Source: an optimization exercise on an open RTL-to-GDS flow (aim: small area and few clock cycles). Production flows keep margins and buffers that such runs may drop.
Only simulation tests tie the RTL to the original design; equivalence was not proved.
Power figures rest on the tool's default switching activity, not on a simulated workload.

**flow/standard.sh**
```bash
#!/bin/bash
# synth_recipe.tcl (not shown) runs the flow's synth.tcl, then flattens the netlist and writes it again
# the make line also repeats each setting of config.mk as NAME=value (left out here)
make -C /OpenROAD-flow-scripts/flow DESIGN_CONFIG=/design/flow/config.mk WORK_HOME=/design/flow/orfs CLKGATE_MAP_FILE= SYNTH_SCRIPT=/design/flow/synth_recipe.tcl "${@:-finish}"
```
**flow/design.v**
```verilog
module beast_deframer (
    input  wire         clk,
    input  wire         rst,           
    input  wire         in_valid,
    output wire         in_ready,
    input  wire [1:0]   in_kind,       
    input  wire [7:0]   in_data,
    output wire         out_valid,
    input  wire         out_ready,
    output wire [2:0]   out_kind,
    output wire [47:0]  out_ts,
    output wire [7:0]   out_sig,
    output wire [7:0]   out_type,
    output wire [3:0]   out_plen,
    output wire [111:0] out_payload
);
    localparam [2:0] Q_FRAME       = 3'd0;
    localparam [2:0] Q_LONE_ESCAPE = 3'd1;
    localparam [2:0] Q_UNKNOWN     = 3'd2;
    localparam [2:0] Q_TRUNCATED   = 3'd3;
    localparam [2:0] Q_TRANSPORT   = 3'd4;
    localparam [2:0] Q_END         = 3'd5;
    localparam [2:0] Q_LONE_UNK    = 3'd6;    
    localparam [2:0] Q_NONE        = 3'd7;    
    localparam [1:0] S_AWAIT_ESC = 2'd0;
    localparam [1:0] S_TYPE      = 2'd1;
    localparam [1:0] S_BODY      = 2'd2;
    localparam [1:0] S_BODY_ESC  = 2'd3;
    localparam [7:0] ESC = 8'h1A;
    reg  [1:0] st;
    reg  [4:0] cnt;         
    reg  [1:0] ft;          
    reg  [7:0] sr [0:20];   
    reg  [2:0] q;           
    wire t1 = !ft[1];
    wire t2 = ft[1] && !ft[0];
    wire t3 = ft[1] && ft[0];
    wire empty = (q == Q_NONE);
    wire pop   = !empty && out_ready;
    assign in_ready  = empty || (out_ready && q != Q_LONE_UNK);
    assign out_valid = !empty;
    wire step = in_valid && in_ready;
    wire is_byte = (in_kind == 2'd0);
    wire is_eos  = (in_kind == 2'd1);
    wire is_esc  = (in_data == ESC);
    wire known   = (in_data[7:2] == 6'b001100) && (in_data[1:0] != 2'b00);
    wire last = t1 ? cnt[3] :
                t2 ? (cnt[3] && cnt[2] && cnt[0]) :
                     (cnt[4] && cnt[2]);
    reg  [1:0] st_n;
    reg        store;       
    reg        unk;         
    reg        ld_type;
    reg        ev;
    reg  [2:0] ev_q;
    reg        clr_cnt;
    always @* begin
        st_n    = st;
        store   = 1'b0;
        unk     = 1'b0;
        ld_type = 1'b0;
        ev      = 1'b0;
        ev_q    = Q_FRAME;
        clr_cnt = 1'b0;
        if (!is_byte) begin
            ev = 1'b1;
            if (!is_eos)                ev_q = Q_TRANSPORT;
            else if (st != S_AWAIT_ESC) ev_q = Q_TRUNCATED;
            else                        ev_q = Q_END;
        end else begin
            case (st)
                S_AWAIT_ESC: if (is_esc) st_n = S_TYPE;
                S_TYPE: begin
                    clr_cnt = 1'b1;
                    if (known) begin
                        ld_type = 1'b1;
                        st_n    = S_BODY;
                    end else begin
                        unk  = 1'b1;
                        ev   = 1'b1;
                        ev_q = Q_UNKNOWN;
                        st_n = S_AWAIT_ESC;
                    end
                end
                S_BODY: begin
                    if (is_esc) st_n = S_BODY_ESC;
                    else        store = 1'b1;
                end
                default: begin   
                    if (is_esc) store = 1'b1;
                    else begin
                        clr_cnt = 1'b1;
                        ev      = 1'b1;
                        if (known) begin
                            ld_type = 1'b1;
                            ev_q    = Q_LONE_ESCAPE;
                            st_n    = S_BODY;
                        end else begin
                            unk  = 1'b1;
                            ev_q = Q_LONE_UNK;
                            st_n = S_AWAIT_ESC;
                        end
                    end
                end
            endcase
            if (store) begin
                if (last) begin
                    ev   = 1'b1;
                    ev_q = Q_FRAME;
                    st_n = S_AWAIT_ESC;
                end else begin
                    st_n = S_BODY;
                end
            end
        end
    end
    reg [2:0] q_pop;
    always @* begin
        case (q)
            Q_LONE_UNK:                      q_pop = Q_UNKNOWN;
            Q_TRUNCATED, Q_TRANSPORT, Q_END: q_pop = Q_END;
            default:                         q_pop = Q_NONE;
        endcase
    end
    always @(posedge clk) begin
        if (rst) begin
            st <= S_AWAIT_ESC;
            q  <= Q_NONE;
        end else begin
            if (step)
                st <= st_n;
            if (step && ev)
                q <= ev_q;
            else if (pop)
                q <= q_pop;
        end
    end
    always @(posedge clk) begin
        if (step && ld_type)
            ft <= in_data[1:0];
    end
    always @(posedge clk) begin
        if (step && clr_cnt)
            cnt <= 5'd0;
        else if (step && store)
            cnt <= cnt + 5'd1;
    end
    integer i;
    always @(posedge clk) begin
        if (step && (store || unk)) begin
            for (i = 0; i < 20; i = i + 1)
                sr[i] <= sr[i + 1];
            sr[20] <= (t3 || unk) ? in_data : 8'h00;
            sr[13] <= t3 ? sr[14] : t2 ? in_data : 8'h00;
            sr[8]  <= t1 ? in_data : sr[9];
        end
    end
    assign out_kind = (q == Q_LONE_UNK) ? Q_LONE_ESCAPE : q;
    assign out_type = q[1] ? sr[20] : {6'b001100, ft};
    assign out_plen = {t3, ft[1], 1'b1, t2};
    assign out_sig  = sr[6];
    assign out_ts   = {sr[0], sr[1], sr[2], sr[3], sr[4], sr[5]};
    genvar k;
    generate
        for (k = 0; k < 14; k = k + 1) begin : g_payload
            assign out_payload[111 - 8*k -: 8] = sr[7 + k];
        end
    endgenerate
endmodule
```
**flow/config.mk**
```make
export PLATFORM = sky130hd
export DESIGN_NAME = beast_deframer
export DESIGN_NICKNAME = beast_deframer
export VERILOG_FILES = /design/flow/design.v
export SDC_FILE = /design/flow/constraint.sdc
export NUM_CORES = 4
export LEC_CHECK = 0
export CAP_MARGIN = 20
export CORE_MARGIN = 2
export CORE_UTILIZATION = 40
export SLEW_MARGIN = 20
```
**flow/constraint.sdc**
```tcl
create_clock -name core_clock -period 5.0 [get_ports {clk}]
set_input_delay 1.0000 -clock core_clock [delete_from_list [all_inputs] [get_ports {clk}]]
set_output_delay 1.0000 -clock core_clock [all_outputs]
set_load 0.01 [all_outputs]
```
**flow/flow/run.sh**
```bash
#!/bin/bash
# Standard ORFS layout with the smallest port buffers and a lighter clock tree.
set -euo pipefail
CTS="-sink_clustering_enable -repair_clock_nets -dont_use_dummy_load -buf_list sky130_fd_sc_hd__clkbuf_8 -root_buf sky130_fd_sc_hd__clkbuf_8"
bash standard.sh \
  "BUFFER_PORTS_ARGS=-buffer_cell sky130_fd_sc_hd__buf_1" \
  "CTS_ARGS=$CTS" \
  finish > standard_flow.log 2>&1
```
==> run notes, run 1 <==
Yosys reg bits 180; total track usage 16.6%; Vias/cell 4.97; post-layout util 48.7%; CTS clk-pin slew, worst paths 0.08 ns; gpl congestion 0.847; layout net count 567; First DRT Iteration DRCs 291; Peak VDD IR 0.167 mV; Critical Path AT 3.09 ns; Cell Area, Synth 6460 sq um; Int Power 1.97 mW; clock sink count 180; leakage 2.41 nW; Mapped Nets 358; wire per inst 18.8 um; crit path time final 3.04 ns; CTS Root Cell clkbuf_8; via count 3782; Setup TNS 0 ns; area share of the largest cell type after synthesis 79.0%; hold_buf cts 0; TritonCTS clock tree built; endpoint type of the worst setup path flop; Least-Margin Pin Slew 0.935 ns; class of the most critical hold timing path flop to flop; sequential power share 66.4%; CTS Buf Count 17; layout cells sized above 1 9.54%; unrepaired setup endpoints after global routing false; leading area contributor after synthesis edfxtp_1; status no timing/DRC/antenna violations; H-tree levels 4; mean area per synthesized cell 19.1 sq um; DRT Pass-1 Iters 4; Post-route DRC 0; largest net degree at the start of global routing 75; clock share of power 29.8%; synth-to-layout area growth 19.2%; Main synth FF type edfxtp_1; synth warn 2; Final period util 60.8%; CP max FO 74; CP Class input port to flop; row cnt 46; IO Count 199; routed wire length 14300 um; Worst setup SP type input port; Final Hold Vio Count 0; clk latency of the worst-skew pair 0.45 ns; fin. max-slew vios 0; post-synthesis sequential area ratio 82.1%; library cells used by synthesis 53; first-pass GRT wire length 20700 um; Final Skew 0.0259 ns; die area 17200 sq um; Async SR Flop Fraction 0%; Post-synth EDFFs 170; Detail Placement HPWL 10300 um; commonest non-fill, non-tap cell in the layout buf_1; vias in the first global route 3556; relative slew slack 37.7%; Comb pwr share 3.8%; maxcap violations 0; post_cts resized 0; Post-Synthesis Cells 338; total setup buffers inserted after CTS 0; Clock Tree Buf Depth 2; post-route ant nets 0; most frequent cells in the layout buf_1, edfxtp_1, clkbuf_8; Initial Util 40.8%; grt ovf 0; Sw Ratio 20.4%; Critical Path RT 5.05 ns; Die Y-Extent 131 um; pwr/cell area 321 nW/um^2; IO Port Bufs 197; core area 15800 sq um; Max Fclk 0.329 GHz; Setup Viol. Count Final 0; antenna cells 0; initial antenna violation count 0; NetSw 0.504 mW; top post-synthesis cells by area edfxtp_1, dfxtp_1, mux2_2; width of the die 131 um
==> layer usage <==
metal  share of wire [%]  GRT usage, %
met5                   0             0
met4                0.83          4.88
met3                  10          6.78
met2                  43          24.0
met1                  46          23.2
==> final cells by class <==
class | instances | area [sq um]
fill | 1390 | 8130
sequential | 180 | 5310
multi-input combinational | 139 | 1100
timing repair buffer | 200 | 762
tap | 216 | 270
clock buffer | 17 | 234
inverter | 9 | 33.8
==> flip-flops by register name, indices dropped and copies added, names as in the netlist, named ones only <==
signal  flops
ft          2
st          1
cnt         5
sr        168
q           3
==> synthesized netlist by cell type (all sizes together), types with 2 or more instances <==
master,instances
a2111oi,2
a211o,3
a211oi,5
a21bo,2
a21boi,4
a21o,3
a21oi,8
a31oi,6
and2,12
and3,2
buf,7
clkbuf,3
dfxtp,10
edfxtp,170
ha,6
inv,9
mux2,10
mux2i,11
nand2,6
nand2b,3
nand3,3
nand4,3
nor2,12
nor2b,9
nor3,4
nor4b,2
o211ai,2
o21ai,5
xnor2,3
==> worst paths after layout <==
path / start / to / slack, ns / depth (start not counted)
max: in_data[6] / sr[7][1] / 1.96 / 5
min reg2reg: sr[7][1] / sr[6][1] / 0.43 / 0
min: sr[7][1] / sr[6][1] / 0.43 / 0
max reg2reg: q[1] / sr[7][1] / 2.17 / 4
==> power by group through the flow <==
stage | Clock, mW | Sequential (mW) | Combinational (mW)
after floorplan | 0 | 1.66 | 0.0719
after global placement | 0 | 1.67 | 0.0936
after detailed placement | 0 | 1.67 | 0.0940
after CTS | 0.762 | 1.64 | 0.0946
after global routing | 0.819 | 1.64 | 0.104
final | 0.736 | 1.64 | 0.0949
==> cell families after synthesis <==
logic type	synth area share [%]
AO/OA/AOI/OAI	5.38
flip-flops	82.1
multiplexers	3.45
other	0.0581
adder cells (fa/ha/maj)	1.16
buffers and inverters	1.38
AND/OR/NAND/NOR	6.04
XOR/XNOR	0.407
==> through the flow <==
step	power, mW	hold WS (ns)	worst slack [ns]	instance area (sq um)	std cells
floorplan	1.73	0.484	-0.0402	6490	338
finish	2.47	0.432	1.96	7700	761
global placement	1.77	0.431	1.65	7470	744
CTS	2.50	0.436	1.97	7700	761
detailed placement	1.77	0.431	1.48	7470	744
global route	2.56	0.459	1.81	7700	761
==> critical path, stage by stage <==
cell     delay, ns
buf_1         0.17
nor4b_4       0.51
nand3_2       0.29
a31oi_4       0.31
buf_4         0.77
Testbench counts, summed over its fixed seeds: cycles 37,797.
==> inputs of run 2 (changes only) <==
==> flow/flow/run.sh (replaced) <==
#!/bin/bash
# Standard ORFS layout with the smallest port buffers and a lighter clock tree.
set -euo pipefail
CTS="-sink_clustering_enable -repair_clock_nets -dont_use_dummy_load -buf_list {sky130_fd_sc_hd__clkbuf_4 sky130_fd_sc_hd__clkbuf_8} -root_buf sky130_fd_sc_hd__clkbuf_8"
bash standard.sh \
  "BUFFER_PORTS_ARGS=-buffer_cell sky130_fd_sc_hd__buf_1" \
  "CTS_ARGS=$CTS" \
  finish > standard_flow.log 2>&1
--- a/flow/config.mk
+++ b/flow/config.mk
@@ -7,2 +7,3 @@
 export LEC_CHECK = 0
+export ABC_CLOCK_PERIOD_IN_PS = 5000
 export CAP_MARGIN = 20
==> run 2 against run 1 <==
Register-to-register slack barely moved. Via count did not move. Sequential share of layout area did not move. Critical endpoint unchanged. Die area did not move. Final area did not move. Global-route usage did not move. Still clean on timing, DRC and antenna. Synthesized area did not move. Clock-buffer cell count did not move. Critical path type unchanged. First-iteration DRC count did not move. Sequential power barely moved.
==> run notes, run 2 <==
vias in the first global route 3556 (unchanged); First DRT Iteration DRCs 291 (unchanged); Cell Area, Synth 6460 sq um (unchanged); CTS Root Cell clkbuf_8 (unchanged); Post-route DRC 0 (unchanged); Setup Viol. Count Final 0 (unchanged); Critical Path AT 3.09 ns (about the same); Clock Tree Buf Depth 2 (unchanged); cells on worst reg2reg path 4 (unchanged); Peak VDD IR 0.167 mV (unchanged); total track usage 16.6% (unchanged); Async SR Flop Fraction 0% (unchanged); leakage 2.41 nW (unchanged); crit path time final 3.04 ns (unchanged); library cells used by synthesis 53 (unchanged); Final Hold Vio Count 0 (unchanged); most frequent cell after synthesis edfxtp_1 (unchanged); Final period util 60.8% (unchanged); Hold Path Stages 0 (unchanged); Final Skew 0.0259 ns (unchanged); CTS Buf Count 17 (unchanged); post-layout worst setup margin 1.96 ns (unchanged); Reg with most FFs sr (unchanged); class of the most critical hold timing path flop to flop (unchanged); pwr/cell area 321 nW/um^2 (unchanged); Largest regs sr: 168 flops, cnt: 5 flops, q: 3 flops (unchanged); layout net count 567 (unchanged); unrepaired setup endpoints after global routing false (unchanged); post-route ant nets 0 (unchanged); Die Y-Extent 131 um (unchanged); Vias/cell 4.97 (unchanged); most frequent cells in the layout buf_1, edfxtp_1, clkbuf_8 (unchanged); wire per inst 18.8 um (unchanged); IO Port Bufs 197 (unchanged); relative slew slack 37.7% (unchanged); CP max FO 74 (unchanged); CTS clk-pin slew, worst paths 0.08 ns (about the same); TritonCTS clock tree built (unchanged); Detail Placement HPWL 10300 um (unchanged); top post-synthesis cells by area edfxtp_1, dfxtp_1, mux2_2 (unchanged); H-tree levels 4 (unchanged); DRT Pass-1 Iters 4 (unchanged); grt ovf 0 (unchanged); fin. max-slew vios 0 (unchanged); die area 17200 sq um (unchanged); Initial Util 40.8% (unchanged); IO Count 199 (unchanged); total setup buffers inserted after CTS 0 (unchanged); Yosys reg bits 180 (unchanged); mean area per synthesized cell 19.1 sq um (unchanged); layout cells sized above 1 9.54% (unchanged); post-layout util 48.7% (unchanged); synth warn 2 (unchanged); gpl congestion 0.847 (unchanged); Least-Margin Pin Slew 0.935 ns (unchanged); width of the die 131 um (unchanged); Main synth FF type edfxtp_1 (unchanged); Worst setup SP type input port (unchanged); Mapped Nets 358 (unchanged); leading area contributor after synthesis edfxtp_1 (unchanged); routed wire length 14300 um (unchanged); Largest register FFs 168 (unchanged); Post-Synthesis Cells 338 (unchanged); antenna cells 0 (unchanged); worst slack, placed 1.48 ns (unchanged); post-synthesis sequential area ratio 82.1% (unchanged); endpoint type of the worst setup path flop (unchanged); Max Fclk 0.329 GHz (unchanged); maxcap violations 0 (unchanged); largest net degree at the start of global routing 75 (unchanged); area share of the largest cell type after synthesis 79.0% (unchanged); commonest non-fill, non-tap cell in the layout buf_1 (unchanged); Synth top cells by count edfxtp_1, nor2_1, and2_1, mux2i_1 (unchanged); core area 15800 sq um (unchanged); post_cts resized 0 (unchanged); Critical Path RT 5.05 ns (about the same); Post-synth EDFFs 170 (unchanged); CP Class input port to flop (unchanged); via count 3782 (unchanged); clk latency of the worst-skew pair 0.45 ns (about the same); hold_buf cts 0 (unchanged); row cnt 46 (unchanged); status no timing/DRC/antenna violations (unchanged); first-pass GRT wire length 20700 um (unchanged); synth-to-layout area growth 19.2% (unchanged); Tot Pwr 2.47 mW (unchanged); clock sink count 180 (unchanged); initial antenna violation count 0 (unchanged)
==> run 2: cell counts after synthesis <==
No cell type changed its count.
==> run 2: layout make-up <==
type | count | area (sq um)
Clock buffer | 17 | 234
Fill cell | 1390 | 8130
Inverter | 9 | 33.8
Multi-Input combinational cell | 139 | 1100
Sequential cell | 180 | 5310
Tap cell | 216 | 270
Timing Repair Buffer | 200 | 762
==> run 2: logic make-up (layout without fill, tap and decap cells) <==
group | after synthesis | in the layout | share of synthesized area [%]
muxes | 21 | 21 | 3.45
AOI/OAI and AO/OA | 45 | 45 | 5.38
other | 1 | 1 | 0.0581
DFF | 180 | 180 | 82.1
adders and majority gates | 6 | 6 | 1.16
and+or+nand+nor | 63 | 63 | 6.04
xor gates and xnor gates | 3 | 3 | 0.407
buffers and inverters | 19 | 226 | 1.38
==> run 2: final timing paths <==
check                  start        to  slack, ns
setup reg to reg        q[1]  sr[7][1]       2.17
setup / recovery  in_data[6]  sr[7][1]       1.96
hold / removal      sr[7][1]  sr[6][1]       0.43
hold reg to reg     sr[7][1]  sr[6][1]       0.43
==> run 2: power by group <==
group          total [mW]  switching, mW  internal, mW
sequential           1.64         0.0128          1.63
combinational      0.0949         0.0565        0.0384
clock               0.736          0.435         0.301
total                2.47          0.504          1.97
==> run 2: layer usage <==
metal,track usage (%),vias to the layer above,wire length (um)
met3,6.78,11,1430
met2,24.0,192,6190
li1,-,1713,-
met1,23.2,1866,6560
met5,0,-,0
met4,4.88,0,119
==> run 2: critical path, cell delays in order <==
cell     delay [ns]
buf_1          0.17
nor4b_4        0.51
nand3_2        0.29
a31oi_4        0.31
buf_4          0.77
==> run 2: stage by stage <==
stage	setup TNS [ns]	area (sq um)	hold WS [ns]	instances
2_1_floorplan	-6.75	6490	0.484	338
3_3_place_gp	0	7470	0.431	744
3_5_place_dp	0	7470	0.431	744
4_1_cts	0	7700	0.436	761
5_1_grt	0	7700	0.459	761
6_report	0	7700	0.432	761
==> inputs of run 3 (changes only) <==
==> flow/flow/run.sh (replaced) <==
#!/bin/bash
# Standard ORFS layout with the smallest port buffers and a lighter clock tree.
set -euo pipefail
CTS="-sink_clustering_enable -repair_clock_nets -dont_use_dummy_load -buf_list sky130_fd_sc_hd__clkbuf_8 -root_buf sky130_fd_sc_hd__clkbuf_8 -sink_clustering_size 25 -sink_clustering_max_diameter 100"
bash standard.sh \
  "BUFFER_PORTS_ARGS=-buffer_cell sky130_fd_sc_hd__buf_1" \
  "CTS_ARGS=$CTS" \
  finish > standard_flow.log 2>&1
--- a/flow/config.mk
+++ b/flow/config.mk
@@ -7,2 +7,3 @@
 export LEC_CHECK = 0
+export ABC_AREA = 1
 export ABC_CLOCK_PERIOD_IN_PS = 5000
==> run 3 against run 2 <==
Final cell count grew 9.1%. Combinational power grew 130%. Critical endpoint is now out_plen[0]. Clock skew shrank 0.00061 ns. Global-route usage shrank 1.3 points. Non-clock buffer count did not move. Via count increased by 2.1%. Synthesized cell count grew 20%.
==> run notes, run 3 <==
status no timing/DRC/antenna violations (unchanged); pwr/cell area 339 nW/um^2 (was 321 nW/um^2); DP Area 7420 sq um (was 7470 sq um); Post-route DRC 0 (unchanged); total setup buffers inserted after CTS 0 (unchanged); grt ovf 0 (unchanged); clk latency of the worst-skew pair 0.45 ns (about the same); Final period util 56.8% (was 60.8%); placed insts 812 (was 744); clock sink count 180 (unchanged); Vias/cell 4.65 (was 4.97); DRT Pass-1 Iters 4 (unchanged); Detail Placement HPWL 9780 um (was 10300 um); top post-synthesis cells by area edfxtp_1, nand2_1, dfxtp_1 (was edfxtp_1, dfxtp_1, mux2_2); Final Skew 0.0253 ns (was 0.0259 ns); library cells used by synthesis 31 (was 53); Critical Path RT 4.00 ns (was 5.05 ns); most frequent cells in the layout buf_1, edfxtp_1, nand2_1 (was buf_1, edfxtp_1, clkbuf_8); synth-to-layout area growth 19.5% (was 19.2%); mean area per synthesized cell 15.9 sq um (was 19.1 sq um); Worst setup SP type flop (was input port); Fillers 1402 (was 1390); CP Class flop to primary output (was input port to flop); initial antenna violation count 0 (unchanged); area of the multi-input gates 917 sq um (was 1100 sq um); First DRT Iteration DRCs 193 (was 291); width of the die 131 um (about the same); first-pass GRT wire length 19000 um (was 20700 um); Hold Path Stages 0 (unchanged); unrepaired setup endpoints after global routing false (unchanged); Async SR Flop Fraction 0% (unchanged); vias in the first global route 3516 (was 3556); H-tree levels 4 (unchanged); wire per inst 16.1 um (was 18.8 um); class of the most critical hold timing path flop to flop (unchanged); RR Endpoint sr[10][5] (was sr[7][1]); row cnt 46 (unchanged); Peak VDD IR 0.218 mV (was 0.167 mV); Hold Crit Endpoint sr[11][2] (was sr[6][1]); CP cell instances inv_2 > nor2_2 > buf_1 (was buf_1 > nor4b_4 > nand3_2 > a31oi_4 > buf_4); layout net count 636 (was 567); Setup TNS 0 ns (unchanged); design area 7680 sq um (was 7700 sq um); synth warn 2 (unchanged); CTS clk-pin slew, worst paths 0.08 ns (about the same); Largest register FFs 168 (unchanged); R2R Setup Slk 2.33 ns (was 2.17 ns); cells on worst reg2reg path 9 (was 4); IO Port Bufs 197 (unchanged); routed wire length 13300 um (was 14300 um); Setup Viol. Count Final 0 (unchanged); endpoint type of the worst setup path primary output (was flop); area share of the largest cell type after synthesis 79.4% (was 79.0%); worst r2r src q[1] (unchanged); fin. max-slew vios 0 (unchanged); commonest non-fill, non-tap cell in the layout buf_1 (unchanged); CTS Buf Count 17 (unchanged); TritonCTS clock tree built (unchanged); Largest regs sr: 168 flops, cnt: 5 flops, q: 3 flops (unchanged); Worst path max stage delay 0.86 ns (was 0.77 ns); flip-flop and latch area 5310 sq um (unchanged); CTS Root Cell clkbuf_8 (unchanged); Reg with most FFs sr (unchanged); Final Hold Vio Count 0 (unchanged); Initial Util 40.6% (was 40.8%); Synth top cells by count edfxtp_1, nand2_1, inv_1 (was edfxtp_1, nor2_1, and2_1, mux2i_1); post_cts resized 0 (unchanged); antenna cells 0 (unchanged); cell family with most CP delay flip-flops (was buffers and inverters); CP max FO 19 (was 74); die area 17100 sq um (was 17200 sq um); Least-Margin Pin Slew 0.997 ns (was 0.935 ns); hold_buf cts 0 (unchanged); CP Buf/Inv Count 2 (unchanged); worst slack, placed 1.73 ns (was 1.48 ns); largest net degree at the start of global routing 87 (was 75); Clock Tree Buf Depth 2 (unchanged); core area 15800 sq um (unchanged); total track usage 15.3% (was 16.6%); IO Count 199 (unchanged); Main synth FF type edfxtp_1 (unchanged); most frequent cell after synthesis edfxtp_1 (unchanged); Cell Area, Synth 6430 sq um (was 6460 sq um); Die Y-Extent 131 um (about the same); via count 3863 (was 3782); Critical Path AT 1.84 ns (was 3.09 ns); Max Fclk 0.352 GHz (was 0.329 GHz); Mapped Nets 424 (was 358); Yosys reg bits 180 (unchanged); post-route ant nets 0 (unchanged); maxcap violations 0 (unchanged); Fin Hold WS 0.437 ns (was 0.432 ns); relative slew slack 33.5% (was 37.7%); crit path time final 2.84 ns (was 3.04 ns); min-delay src sr[12][2] (was sr[7][1]); CP max stage cell edfxtp_1 (was buf_4); leading area contributor after synthesis edfxtp_1 (unchanged); gpl congestion 0.913 (was 0.847); post-synthesis sequential area ratio 82.5% (was 82.1%); crit path launch ft[1] (was in_data[6]); Post-Synthesis Cells 404 (was 338); layout cells sized above 1 9.93% (was 9.54%); Post-synth EDFFs 170 (unchanged); leakage 2.68 nW (was 2.41 nW); final cell count without fillers 830 (was 761); post-layout worst setup margin 2.16 ns (was 1.96 ns)
## run 3: cell families after synthesis
family          share of synthesized area [%]
compound gates                           3.17
simple gates                             9.42
xor+xnor                                0.272
buf+inv                                  3.42
fa+ha+maj                                1.17
flops                                    82.5
other cells                            0.0583
## run 3: area by class of cell
class,instances,area share [%]
Sequential cell,180,69.0
Multi-Input combinational cell,171,11.9
Timing Repair Buffer,200,10.2
Tap cell,216,3.52
Clock buffer,17,3.05
Inverter,46,2.28
## run 3: worst max-delay path by stage
stage / endpoint / slack, ns / cells after the start
after floorplan: sr[0][0] / 0.21 / 7
after global placement: sr[6][7] / 1.80 / 10
after detailed placement: sr[1][2] / 1.73 / 10
after CTS: out_plen[0] / 2.12 / 3
after global routing: out_type[1] / 2.04 / 3
final: out_plen[0] / 2.16 / 3
## run 3: where the power goes
group / leakage (nW) / switching [mW] / internal, mW
clock: 0.122 / 0.415 / 0.301
combinational: 0.943 / 0.147 / 0.0740
sequential: 1.61 / 0.0286 / 1.64
total: 2.68 / 0.591 / 2.01
## run 3: stage by stage
step	util [%]	power (mW)
3_5_place_dp	46.9	1.92
5_1_grt	48.5	2.71
6_report	48.5	2.60
2_1_floorplan	-	1.85
4_1_cts	48.4	2.64
3_3_place_gp	46.9	1.92
## run 3: per-layer routing
| layer | track usage, % | vias up | routed length [um] |
|---|---|---|---|
| li1 | - | 1815 | - |
| met1 | 20.3 | 1853 | 5980 |
| met2 | 23.3 | 175 | 6120 |
| met3 | 4.64 | 20 | 965 |
| met4 | 6.76 | 0 | 265 |
| met5 | 0 | - | 0 |

-- port drivers added, routing unchanged --
How much do the figures lean on ideal ports? The routed layouts below were timed once more, with nothing changed but the port constraints. Step 1 (the two cells are an assumption about what drives the block):
set clk [get_ports {clk}]
set_driving_cell -lib_cell sky130_fd_sc_hd__clkbuf_16 $clk
set_driving_cell -lib_cell sky130_fd_sc_hd__buf_2 [delete_from_list [all_inputs] $clk]
Step 2 times the ports against the registers' clock, not the clock port: input delays grow and output delays shrink by t, the midpoint of the rising clock arrivals with the driver on. Slacks: ideal ports / drivers / drivers and shift; pairs: ideal ports / drivers.
run | t, ns | setup slack, ns | hold slack, ns | latest minus earliest clock arrival (ns)
run 1 | 0.472 | 1.962 / 1.972 / 1.500 | 0.432 / 0.432 / 0.432 | 0.033 / 0.032
run 2 | 0.472 | 1.962 / 1.972 / 1.500 | 0.432 / 0.432 / 0.432 | 0.033 / 0.032
run 3 | 0.472 | 2.161 / 2.124 / 1.771 | 0.437 / 0.437 / 0.437 | 0.031 / 0.031
After both steps setup and hold are still met in every run listed.
